From an optimization exercise on the open Yosys and OpenROAD flow, aimed at small area, a short achievable clock period and few clock cycles per item; shortcuts taken in it are not production practice.
Only simulation tests tie the RTL to the original design; equivalence was not proved.
No activity file was given, so power comes from the tool's default toggle rates. The flow treats the clock pin as an ideal source, which a real chip does not have.

Setup of north:
==> flow/design.v <==
module cfl_parse (
    input  wire        clk,
    input  wire        rst,
    input  wire        in_valid,
    output wire        in_ready,
    input  wire [7:0]  in_data,
    input  wire        in_last,
    input  wire [7:0]  in_ch,
    output reg         res_valid,
    output wire [3:0]  res_code,
    output reg         pok,
    output wire [7:0]  pch,
    output wire [63:0] pf1_mant,
    output wire [63:0] pf2_mant,
    output wire [63:0] pf3_mant,
    output wire [63:0] pf4_mant,
    output wire [63:0] pf5_mant,
    output wire [7:0]  pf1_scale,
    output wire [7:0]  pf2_scale,
    output wire [7:0]  pf3_scale,
    output wire [7:0]  pf4_scale,
    output wire [7:0]  pf5_scale,
    output reg  [7:0]  pgas_off,
    output reg  [7:0]  pgas_len
);
    localparam W = 61;      
    localparam A = 60;      
    reg  [3:0]  clr;         
    reg         rdy;
    assign in_ready = rdy;
    reg         v0;          
    reg         l0;          
    reg  [4:0]  e0;          
    reg         sp0, dig0, dot0, plus0, minus0;
    reg         chm0;        
    reg         legal0;      
    reg  [2:0]  chc0;        
    reg  [7:0]  pos;
    reg         in_tok;
    reg  [2:0]  ntok;        
    reg         tok0_ok;
    reg         numbad;
    reg         gcnt;        
    reg  [A-1:0] acc;
    reg          neg;
    reg          pnt;
    reg  [4:0]   ndig;       
    reg  [4:0]   nscale;
    reg          bad;
    reg  [W-1:0] t1, t2, t3, t4;
    reg  [4:0]   s1, s2, s3, s4;
    reg          ci1, ci2, ci3, ci4;     
    reg          commit_q;   
    reg          lq;         
    reg          kq;         
    reg  [1:0]   cq;         
    reg  [5:2]   st;         
    reg  [4:0]   ph;         
    reg          q0v, q1v;   
    reg  [1:0]   q0c, q1c;   
    reg          q0k, q1k;   
    reg  [W-1:0] m0, m1, m2, m3, m4;     
    reg  [4:0]   c0, c1, c2, c3, c4;
    reg  [3:0]   pchq;       
    reg  [2:0]   rc;         
    assign pf1_mant = {{(64-W){m0[W-1]}}, m0};
    assign pf2_mant = {{(64-W){m1[W-1]}}, m1};
    assign pf3_mant = {{(64-W){m2[W-1]}}, m2};
    assign pf4_mant = {{(64-W){m3[W-1]}}, m3};
    assign pf5_mant = {{(64-W){m4[W-1]}}, m4};
    assign pf1_scale = {3'd0, c0};
    assign pf2_scale = {3'd0, c1};
    assign pf3_scale = {3'd0, c2};
    assign pf4_scale = {3'd0, c3};
    assign pf5_scale = {3'd0, c4};
    assign pch = {1'b0, pchq[3], 1'b0, pchq[2], pchq[2], 1'b0, pchq[1], pchq[0]};
    assign res_code = {1'b0, rc};
    wire        clearing = (clr != 4'd0);
    wire        tstart   = v0 && !sp0 && !in_tok;        
    wire        tmore    = v0 && !sp0 && in_tok;         
    wire        tclose   = v0 && sp0 && in_tok;          
    wire        st_num   = (ntok >= 3'd1) && (ntok <= 3'd5);     
    wire        cur_num  = (ntok >= 3'd2) && (ntok <= 3'd6);     
    wire        cur_14   = (ntok >= 3'd2) && (ntok <= 3'd5);     
    wire        num_fail = bad || (ndig == 5'd0) || (ndig > 5'd18);
    wire [A-1:0] xa      = {acc[A-4:0], e0[4:2]};
    wire [A-1:0] xb      = {acc[A-2:0], e0[1]};
    wire         cin     = e0[0];
    wire [A-1:0] gp [0:6];
    wire [A-1:0] pp [0:6];
    assign gp[0] = xa & xb;
    assign pp[0] = xa ^ xb;
    genvar l, i;
    generate
        for (l = 0; l < 6; l = l + 1) begin : lvl
            for (i = 0; i < A; i = i + 1) begin : bt
                if ((i >> l) & 1) begin : comb
                    localparam integer J = ((i >> l) << l) - 1;
                    assign gp[l+1][i]  = gp[l][i] | (pp[l][i] & gp[l][J]);
                    assign pp[l+1][i]  = pp[l][i] & pp[l][J];
                end else begin : pass
                    assign gp[l+1][i]  = gp[l][i];
                    assign pp[l+1][i]  = pp[l][i];
                end
            end
        end
    endgenerate
    wire [A-1:0] cy      = {gp[6][A-2:0] | (pp[6][A-2:0] & {(A-1){cin}}), cin};
    wire [A-1:0] acc10   = pp[0] ^ cy;
    wire [W-1:0] accout  = {neg, acc};
    wire [14:0]  inc3    = t4[14:0]  ^ ({15{ci4}} & {&t4[13:0],  &t4[12:0],  &t4[11:0],  &t4[10:0],  &t4[9:0],
                                                     &t4[8:0],  &t4[7:0],   &t4[6:0],   &t4[5:0],   &t4[4:0],
                                                     &t4[3:0],  &t4[2:0],   &t4[1:0],   t4[0],      1'b1});
    wire [14:0]  inc2    = t3[29:15] ^ ({15{ci3}} & {&t3[28:15], &t3[27:15], &t3[26:15], &t3[25:15], &t3[24:15],
                                                     &t3[23:15], &t3[22:15], &t3[21:15], &t3[20:15], &t3[19:15],
                                                     &t3[18:15], &t3[17:15], &t3[16:15], t3[15],     1'b1});
    wire [14:0]  inc1    = t2[44:30] ^ ({15{ci2}} & {&t2[43:30], &t2[42:30], &t2[41:30], &t2[40:30], &t2[39:30],
                                                     &t2[38:30], &t2[37:30], &t2[36:30], &t2[35:30], &t2[34:30],
                                                     &t2[33:30], &t2[32:30], &t2[31:30], t2[30],     1'b1});
    wire [15:0]  inc0    = t1[60:45] ^ ({16{ci1}} & {&t1[59:45], &t1[58:45], &t1[57:45], &t1[56:45], &t1[55:45],
                                                     &t1[54:45], &t1[53:45], &t1[52:45], &t1[51:45], &t1[50:45],
                                                     &t1[49:45], &t1[48:45], &t1[47:45], &t1[46:45], t1[45], 1'b1});
    wire [W-1:0] t1out   = {inc0, t1[44:0]};
    wire         feeding = commit_q || (st != 4'd0);
    wire         ins     = feeding || (clearing && clr <= 4'd5);
    wire         num_byte = (tstart && st_num) || (tmore && cur_num);
    wire         acc_clr = clearing || (tclose && cur_14) || lq;
    wire [3:0]   ein      = neg_next ? 4'd9 - in_data[3:0] : in_data[3:0];
    wire         neg_next = acc_clr ? 1'b0 : (tstart && st_num) ? minus0 : neg;
    wire         shift   = clearing || (tclose && cur_14) || commit_q ||
                           st[2] || st[3] || st[4];
    wire        last     = v0 && l0;
    wire        ntok7    = (ntok == 3'd7) || (tstart && ntok == 3'd6);
    wire        gstart   = tstart && (ntok == 3'd6);
    wire        gok      = gstart && legal0 && tok0_ok && !numbad;    
    wire [1:0]  code     = !legal0  ? 2'd3 :
                           !ntok7   ? 2'd1 :
                           !tok0_ok ? 2'd2 :
                           numbad   ? 2'd3 : 2'd0;
    wire        push     = lq;
    wire        pop      = q0v && (st[5] || (ph[4] && !feeding));
    wire        q0v_next = push || q1v || (q0v && !pop);
    wire        q1v_next = push ? (q0v && !(pop && !q1v)) || q1v : (q1v && !pop);
    wire        take_last = in_valid && rdy && in_last;
    always @(posedge clk) begin
        v0     <= in_valid && rdy && !rst;
        l0     <= in_last;
        e0     <= {ein[3] ? 3'b111 : ein[2:0], ein[3], ein[3] & ein[0]};
        sp0    <= (in_data == 8'h20);
        dig0   <= (in_data[7:4] == 4'h3) && (in_data[3:0] <= 4'd9);
        dot0   <= (in_data == 8'h2E);
        plus0  <= (in_data == 8'h2B);
        minus0 <= (in_data == 8'h2D);
        chm0   <= (in_data == in_ch);
        legal0 <= (in_ch == 8'h41) || (in_ch == 8'h42) ||
                  (in_ch == 8'h43) || (in_ch == 8'h5A);
        chc0   <= {in_ch[3], in_ch[1], in_ch[0]};
        if (acc_clr)
            acc <= {A{1'b0}};
        else if (tstart && st_num && minus0)
            acc <= {A{1'b1}};
        else if (num_byte && dig0)
            acc <= acc10;
        neg <= neg_next;
        if (clearing) begin
            nscale <= 5'd0;
        end else if (tstart && st_num) begin
            pnt    <= dot0;
            ndig   <= dig0 ? 5'd1 : 5'd0;
            nscale <= 5'd0;
            bad    <= !(dig0 || plus0 || minus0 || dot0);
        end else if (tmore && cur_num) begin
            if (dig0) begin
                if (ndig != 5'd19) begin
                    ndig <= ndig + 5'd1;
                    if (pnt)
                        nscale <= nscale + 5'd1;
                end
            end else if (dot0) begin
                if (pnt)
                    bad <= 1'b1;
                pnt <= 1'b1;
            end else begin
                bad <= 1'b1;
            end
        end
        if (shift) begin
            t1 <= {t2[60:45], inc1, t2[29:0]};
            t2 <= {t3[60:30], inc2, t3[14:0]};
            t3 <= {t4[60:15], inc3};
            t4 <= accout;
            ci1 <= ci2 & (&t2[44:30]);
            ci2 <= ci3 & (&t3[29:15]);
            ci3 <= ci4 & (&t4[14:0]);
            ci4 <= neg;
            s1 <= s2; s2 <= s3; s3 <= s4; s4 <= nscale;
        end
        m0 <= m1; m1 <= m2; m2 <= m3; m3 <= m4; m4 <= ins ? t1out : m0;
        c0 <= c1; c1 <= c2; c2 <= c3; c3 <= c4; c4 <= ins ? s1 : c0;
        if (rst) begin
            rdy       <= 1'b0;
            clr       <= 4'd10;
            pos       <= 8'd0;
            in_tok    <= 1'b0;
            ntok      <= 3'd0;
            tok0_ok   <= 1'b0;
            numbad    <= 1'b0;
            gcnt      <= 1'b0;
            pgas_off  <= 8'd0;
            pgas_len  <= 8'd0;
            commit_q  <= 1'b0;
            lq        <= 1'b0;
            st        <= 4'd0;
            ph        <= 5'd1;
            q0v       <= 1'b0;
            q1v       <= 1'b0;
            res_valid <= 1'b0;
            rc        <= 3'd0;
            pok       <= 1'b0;
            pchq      <= 4'd0;
        end else begin
            if (clearing)
                clr <= clr - 4'd1;
            rdy <= (clr <= 4'd1) && !(q1v_next || (q0v_next && (last || take_last)) || (last && take_last));
            if (gok) begin
                pgas_off <= pos;
                pgas_len <= 8'd1;
                pchq     <= {1'b1, chc0};
            end
            if (tmore && gcnt)
                pgas_len <= pgas_len + 8'd1;
            if (v0) begin
                if (last) begin
                    pos     <= 8'd0;
                    in_tok  <= 1'b0;
                    ntok    <= 3'd0;
                    numbad  <= 1'b0;
                    gcnt    <= 1'b0;
                end else begin
                    pos    <= pos + 8'd1;
                    in_tok <= !sp0;
                    if (tstart) begin
                        if (ntok != 3'd7)
                            ntok <= ntok + 3'd1;
                        if (ntok == 3'd0)
                            tok0_ok <= chm0;
                        gcnt <= gok;
                    end
                    if (tmore && ntok == 3'd1)
                        tok0_ok <= 1'b0;
                    if (tclose && cur_num && num_fail)
                        numbad <= 1'b1;
                end
            end
            commit_q <= gok;
            lq       <= last;
            cq       <= code;
            kq       <= !legal0;
            st <= {st[4:2], commit_q};
            ph <= st[5] ? 5'd1 : {ph[3:0], ph[4]};
            q0v <= q0v_next;
            q1v <= q1v_next;
            if (pop) begin
                q0c <= q1c; q0k <= q1k;
            end
            if (push && !(q0v && !(pop && !q1v))) begin
                q0c <= cq; q0k <= kq;
            end
            if (push && q0v && !(pop && !q1v)) begin
                q1c <= cq; q1k <= kq;
            end
            res_valid <= pop;
            if (pop) begin
                rc <= {q0c != 2'd0, q0c == 2'd3, q0c == 2'd2};
                if (q0c == 2'd0)
                    pok <= 1'b1;
                else if (!q0k)
                    pok <= 1'b0;
            end
        end
    end
endmodule
export LEC_CHECK = 0
export CAP_MARGIN = 20
export CORE_MARGIN = 2
export CORE_UTILIZATION = 40
export SETUP_SLACK_MARGIN = 3.3
export SLEW_MARGIN = 20
create_clock -name core_clock -period 6.0 [get_ports {clk}]
standard.sh (not shown) runs the stock make flow with config.mk's settings and CLKGATE_MAP_FILE= SYNTH_SCRIPT=/design/flow/synth_recipe.tcl, a recipe that flattens the netlist after the stock synthesis.
==> flow/flow/run.sh <==
#!/bin/bash
# The standard layout (standard.sh, ORFS synthesis to finish), with two
# changes to how cells are chosen:
#  - port buffers are buf_1 cells (ORFS otherwise picks clkdlybuf4s50_1);
#  - clock tree synthesis uses no dummy loads, and clusters of up to 32 sinks.
# Each step's full output is kept in this folder: make.log here, and ORFS's
# per-step logs under orfs/logs.
set -euo pipefail
export BUFFER_PORTS_ARGS="-buffer_cell sky130_fd_sc_hd__buf_1"
export CTS_ARGS="-sink_clustering_enable -repair_clock_nets -dont_use_dummy_load -sink_clustering_size 32 -sink_clustering_max_diameter 100"
bash ./standard.sh finish > make.log 2>&1
Testbench counts of north, summed over its fixed seeds: cycles 71,183, lines 1,600.
Inputs modified between north and south:
diff --git a/flow/design.v b/flow/design.v
--- a/flow/design.v
+++ b/flow/design.v
@@ -37,31 +37,36 @@
     reg  [2:0]  chc0;        
     reg  [7:0]  pos;
     reg         in_tok;
     reg  [2:0]  ntok;        
     reg         tok0_ok;
     reg         numbad;
-    reg         gcnt;        
+    reg         cur_gas;     
     reg  [A-1:0] acc;
     reg          neg;
     reg          pnt;
     reg  [4:0]   ndig;       
     reg  [4:0]   nscale;
     reg          bad;
     reg  [W-1:0] t1, t2, t3, t4;
     reg  [4:0]   s1, s2, s3, s4;
     reg          ci1, ci2, ci3, ci4;     
+    reg  [7:0]   t_goff;
+    reg  [7:0]   t_glen;
     reg          commit_q;   
     reg          lq;         
-    reg          kq;         
+    reg          sq, kq;     
     reg  [1:0]   cq;         
+    reg  [2:0]   hq;         
     reg  [5:2]   st;         
     reg  [4:0]   ph;         
     reg          q0v, q1v;   
+    reg          q0s;        
     reg  [1:0]   q0c, q1c;   
     reg          q0k, q1k;   
+    reg  [2:0]   q0h;        
     reg  [W-1:0] m0, m1, m2, m3, m4;     
     reg  [4:0]   c0, c1, c2, c3, c4;
     reg  [3:0]   pchq;       
     reg  [2:0]   rc;         
     assign pf1_mant = {{(64-W){m0[W-1]}}, m0};
     assign pf2_mant = {{(64-W){m1[W-1]}}, m1};
@@ -129,19 +134,19 @@
     wire         neg_next = acc_clr ? 1'b0 : (tstart && st_num) ? minus0 : neg;
     wire         shift   = clearing || (tclose && cur_14) || commit_q ||
                            st[2] || st[3] || st[4];
     wire        last     = v0 && l0;
     wire        ntok7    = (ntok == 3'd7) || (tstart && ntok == 3'd6);
     wire        gstart   = tstart && (ntok == 3'd6);
-    wire        gok      = gstart && legal0 && tok0_ok && !numbad;    
+    wire        succ     = legal0 && ntok7 && tok0_ok && !numbad;
     wire [1:0]  code     = !legal0  ? 2'd3 :
                            !ntok7   ? 2'd1 :
                            !tok0_ok ? 2'd2 :
                            numbad   ? 2'd3 : 2'd0;
     wire        push     = lq;
-    wire        pop      = q0v && (st[5] || (ph[4] && !feeding));
+    wire        pop      = st[5] || (q0v && !q0s && ph[4] && !feeding);
     wire        q0v_next = push || q1v || (q0v && !pop);
     wire        q1v_next = push ? (q0v && !(pop && !q1v)) || q1v : (q1v && !pop);
     wire        take_last = in_valid && rdy && in_last;
     always @(posedge clk) begin
         v0     <= in_valid && rdy && !rst;
         l0     <= in_last;
@@ -194,23 +199,27 @@
             ci3 <= ci4 & (&t4[14:0]);
             ci4 <= neg;
             s1 <= s2; s2 <= s3; s3 <= s4; s4 <= nscale;
         end
         m0 <= m1; m1 <= m2; m2 <= m3; m3 <= m4; m4 <= ins ? t1out : m0;
         c0 <= c1; c1 <= c2; c2 <= c3; c3 <= c4; c4 <= ins ? s1 : c0;
+        if (commit_q || clr == 4'd1) begin
+            pgas_off <= t_goff;
+            pgas_len <= t_glen;
+        end
         if (rst) begin
             rdy       <= 1'b0;
             clr       <= 4'd10;
             pos       <= 8'd0;
             in_tok    <= 1'b0;
             ntok      <= 3'd0;
             tok0_ok   <= 1'b0;
             numbad    <= 1'b0;
-            gcnt      <= 1'b0;
-            pgas_off  <= 8'd0;
-            pgas_len  <= 8'd0;
+            cur_gas   <= 1'b0;
+            t_goff    <= 8'd0;
+            t_glen    <= 8'd0;
             commit_q  <= 1'b0;
             lq        <= 1'b0;
             st        <= 4'd0;
             ph        <= 5'd1;
             q0v       <= 1'b0;
             q1v       <= 1'b0;
@@ -219,64 +228,67 @@
             pok       <= 1'b0;
             pchq      <= 4'd0;
         end else begin
             if (clearing)
                 clr <= clr - 4'd1;
             rdy <= (clr <= 4'd1) && !(q1v_next || (q0v_next && (last || take_last)) || (last && take_last));
-            if (gok) begin
-                pgas_off <= pos;
-                pgas_len <= 8'd1;
-                pchq     <= {1'b1, chc0};
-            end
-            if (tmore && gcnt)
-                pgas_len <= pgas_len + 8'd1;
             if (v0) begin
+                if (gstart) begin
+                    t_goff <= pos;
+                    t_glen <= 8'd1;
+                end
+                if (tmore && cur_gas)
+                    t_glen <= t_glen + 8'd1;
                 if (last) begin
                     pos     <= 8'd0;
                     in_tok  <= 1'b0;
                     ntok    <= 3'd0;
                     numbad  <= 1'b0;
-                    gcnt    <= 1'b0;
+                    cur_gas <= 1'b0;
                 end else begin
                     pos    <= pos + 8'd1;
                     in_tok <= !sp0;
                     if (tstart) begin
                         if (ntok != 3'd7)
                             ntok <= ntok + 3'd1;
                         if (ntok == 3'd0)
                             tok0_ok <= chm0;
-                        gcnt <= gok;
+                        cur_gas <= (ntok == 3'd6);
                     end
                     if (tmore && ntok == 3'd1)
                         tok0_ok <= 1'b0;
                     if (tclose && cur_num && num_fail)
                         numbad <= 1'b1;
                 end
             end
-            commit_q <= gok;
+            commit_q <= last && succ;
             lq       <= last;
+            sq       <= succ;
             cq       <= code;
             kq       <= !legal0;
+            hq       <= chc0;
             st <= {st[4:2], commit_q};
             ph <= st[5] ? 5'd1 : {ph[3:0], ph[4]};
             q0v <= q0v_next;
             q1v <= q1v_next;
             if (pop) begin
-                q0c <= q1c; q0k <= q1k;
+                q0s <= 1'b0; q0c <= q1c; q0k <= q1k;
             end
             if (push && !(q0v && !(pop && !q1v))) begin
-                q0c <= cq; q0k <= kq;
+                q0s <= sq; q0c <= cq; q0k <= kq; q0h <= hq;
             end
             if (push && q0v && !(pop && !q1v)) begin
                 q1c <= cq; q1k <= kq;
             end
             res_valid <= pop;
             if (pop) begin
                 rc <= {q0c != 2'd0, q0c == 2'd3, q0c == 2'd2};
-                if (q0c == 2'd0)
-                    pok <= 1'b1;
-                else if (!q0k)
-                    pok <= 1'b0;
+                if (q0s) begin
+                    pok  <= 1'b1;
+                    pchq <= {1'b1, q0h};
+                end else if (!q0k) begin
+                    pok  <= 1'b0;
+                end
             end
         end
     end
 endmodule
==> comparison <==
- Final net count in south is 2.1% above north.
- Est. power | south vs north | south higher
- When south is measured against north, its sum of routed wire length over all layers turns out about 5% higher.
- Relative to north, south degrades final clock skew.
- south vs north — number of cells produced by synthesis climbed slightly
- Diff north and south: area of all sequential standard cells higher in south
- From north to south the numbers moved as follows: die height saw an increase, number of clock buffers in the layout saw an increase, area of the die saw an increase, sequential power saw an increase.
- Cmp north and south / global routing usage summed across all routing layers / higher: south
- Between north and south, the number of well-tap cells placed is lower for north.
- Starting density of the core is lower on north
Testbench counts of south, summed over its fixed seeds: cycles 71,194, lines 1,600.

## separate check: timing with driven ports
Ports are ideal in the flow. The routed layouts listed here were re-timed in OpenROAD. Step 1, drivers: a clkbuf_16 drives clk and a buf_2 each remaining input, both assumed. Step 2, shift: input delay + t, output delay - t, t = (earliest + latest rising clock arrival at the registers) / 2. This alone moves slack from input paths to output paths. Three values: ideal ports, drivers, drivers and shift; two values: the first two.
run | shift t [ns] | slack for setup (ns) | worst setup path after step 2 | worst data-port slew with drivers (ns)
north | 0.649 | 3.249 / 3.249 / 3.046 | input to register | 0.07
south | 0.663 | 3.288 / 3.288 / 3.247 | input to register | 0.08
After both steps every run listed still meets setup and hold. The setup slack of north, which loses most, moves by 0.000 ns with the drivers and by -0.203 ns with both steps.
